Context: an optimization exercise on an open-source flow, tuned for small area, a short achievable clock period and few clock cycles. The choices shown serve that exercise and are no tape-out recipe.
Only simulation tests tie the RTL to the original design; equivalence was not proved.
Power and IR drop assume default switching activity.

== main ==
==> flow/design.v (excerpt) <==
module tc_engine (
    input  wire        clk,
    input  wire        rst,           
    input  wire        cmd_valid,
    output reg         cmd_ready,
    input  wire [1:0]  cmd_op,        
    input  wire [47:0] cmd_data,      
    input  wire [15:0] cmd_cent,      
    input  wire        cmd_midf,      
    output reg         done,
    output reg  [2:0]  done_evt,      
    output reg  [2:0]  eng_state,
    output reg         mode,
    output wire [3:0]  err_code,
    output reg  [5:0]  sec,
    output reg  [5:0]  min,
    output reg  [4:0]  hr,
    output wire [31:0] days,
    output reg  [1:0]  page,
    output reg  [15:0] cent,
    output reg         midf,
    output reg         bank,
    output wire [1:0]  blink,
    output reg         lcd_on,
    output wire [47:0] disp0,         
    output wire [47:0] disp1
);
Size in the first run: roughly 2300 cells after synthesis, about 15000 µm² of cells after synthesis.
Settings: LEC_CHECK=0, CAP_MARGIN=20, CORE_MARGIN=2, CORE_UTILIZATION=40, CTS_BUF_LIST=sky130_fd_sc_hd__clkbuf_4 sky130_fd_sc_hd__clkbuf_8, SETUP_SLACK_MARGIN=2, SLEW_MARGIN=20; clock period 60.0 ns.
standard.sh (not shown) runs the stock make flow with config.mk's settings and CLKGATE_MAP_FILE= SYNTH_SCRIPT=/design/flow/synth_recipe.tcl, a recipe that flattens the netlist after the stock synthesis.
==> flow/flow/run.sh <==
#!/bin/bash
# Layout flow: the standard synthesis (standard.sh synth); then ABC maps the
# combinational logic of that netlist again, for area, with every register cell
# kept as it is (same cells, same instance names); then the standard layout
# (standard.sh) on that netlist, with sky130 buf_1 cells as the port buffers.
# Each tool's output goes to a log file of its own in this folder.
set -euo pipefail
R=orfs/results/${FLOW_PLATFORM}/tc_engine/base
LIB=${FLOW_HOME}/platforms/${FLOW_PLATFORM}/lib/sky130_fd_sc_hd__tt_025C_1v80.lib
YOSYS=${FLOW_HOME}/../tools/install/yosys/bin/yosys
export BUFFER_PORTS_ARGS="-buffer_cell sky130_fd_sc_hd__buf_1"

bash standard.sh synth > standard_synth.log 2>&1

cp "$R/1_2_yosys.v" standard_1_2_yosys.v
sed -e "s#LIB#$LIB#g" -e "s#NETLIST#standard_1_2_yosys.v#" -e "s#TOP#$FLOW_TOP#g" \
    -e "s#OUT#$R/1_2_yosys.v#" flow/resynth.ys > resynth_run.ys
"$YOSYS" -s resynth_run.ys > resynth.log 2>&1
rm -f "$R/1_synth.odb" "$R/1_synth.sdc"

bash standard.sh > standard_layout.log 2>&1
==> flow/flow/resynth.ys <==
read_liberty -ignore_miss_func LIB
read_verilog NETLIST
hierarchy -top TOP
setattr -mod -set blackbox 1 sky130_fd_sc_hd__*df*
flatten
opt -purge
abc -liberty LIB -dont_use sky130_fd_sc_hd__lpflow_* -dont_use sky130_fd_sc_hd__probe*
splitnets
opt_clean -purge
hilomap -singleton -hicell sky130_fd_sc_hd__conb_1 HI -locell sky130_fd_sc_hd__conb_1 LO
insbuf -buf sky130_fd_sc_hd__buf_4 A X
rename -hide w:*.*
rename -enumerate
select -module TOP
write_verilog -noattr -nohex -nodec -selected OUT
main | status: complete | timing, DRC, antenna: pass
Testbench counts of main, summed over its fixed seeds: cycles 27,322.
Modified inputs, the feature branch compared to main
--- a/flow/design.v
+++ b/flow/design.v
@@ -455,20 +455,20 @@
         end
         PH_RC: begin
             case (k2)
                 2'd2: b_op = mrom({leap, mt[0], mo});
                 2'd1: b_op = {13'd0, dt[1:0], dt[1:0], 3'b000};
                 default: b_op = {14'd0, dn, 2'b00};
             endcase
         end
         PH_R2: begin
-            a_op = {dys[17:0], 2'b00};
-            b_op = crom((cnt[1:0] == 2'd2) ? cent[5:4] : (cnt[1:0] == 2'd1) ? cent[3:2] : cent[1:0]);
+            a_op = {dys[18:0], 1'b0};
+            b_op = cent[cnt[2:0]] ? 20'd36525 : 20'd0;
         end
         default: begin  
             b_op = {4'd0, dic};
         end
         endcase
         sum = radd(a_op, b_op, c_in);
         case (ph)
         PH_IDLE: if (take) begin
             case (cmd_op)
@@ -576,19 +576,19 @@
                 n_cnt = cnt - 4'd1;
                 if (cnt == 4'd0) begin n_ph = PH_RC; n_cnt = 4'd2; end
             end
         end
         PH_RC: begin
             n_dys = sum;
             n_cnt = cnt - 4'd1;
             if (cnt == 4'd0) begin
                 n_dic = sum[17:2]; n_dys = 20'd0;
-                n_ph = PH_R2; n_cnt = 4'd2;
+                n_ph = PH_R2; n_cnt = 4'd4;
             end
         end
         PH_R2: begin
             n_dys = sum;
             n_cnt = cnt - 4'd1;
             if (cnt == 4'd0) n_ph = PH_RADD;
         end
         PH_RADD: begin
             n_dys = sum; n_dbcd = 24'd0;
--- outcome ---
In the feature branch the mean number of vias per cell turned out about 0.4% higher than in main.
Compared with main, in the feature branch number of global-route vias before repair ~0 delta; power dissipated in sequential cells now sits higher; count of clock-buffer cells in the layout up 2; die area now larger.
Summary of the feature branch over main: wire length grew by 0.87%; multi-input combinational area share comparable; layout multi-input combinational cell count rose 14.
Sequential power share was lower in main than in the feature branch.
Testbench counts of the feature branch, summed over its fixed seeds: cycles 27,498.

==> port drivers added, routing unchanged <==
How much do the figures lean on ideal ports? The routed layouts below were timed once more, with nothing changed but the port constraints.
Step 1: set_driving_cell puts a clkbuf_16 on clk and a buf_2 on each other input, an assumption about the parent block.
Step 2 times the ports against the registers' clock, not the clock port: input delays grow and output delays shrink by t, the midpoint of the rising clock arrivals with the driver on.
Three values: no drivers, after step 1, after step 2; two values: the first two.
run	t, ns	slack for setup (ns)	worst hold slack (ns)	latest minus earliest clock arrival (ns)	worst register clock-pin slew, ns
main	0.571	45.451 / 45.394 / 45.076	0.467 / 0.467 / 0.467	0.023 / 0.024	0.11 / 0.11
the feature branch	0.577	45.331 / 45.275 / 45.184	0.447 / 0.447 / 0.447	0.023 / 0.023	0.11 / 0.11
After both steps every run listed still meets setup and hold. For main, which loses most, drivers alone change the setup slack by -0.057 ns; drivers and shift together by -0.375 ns.
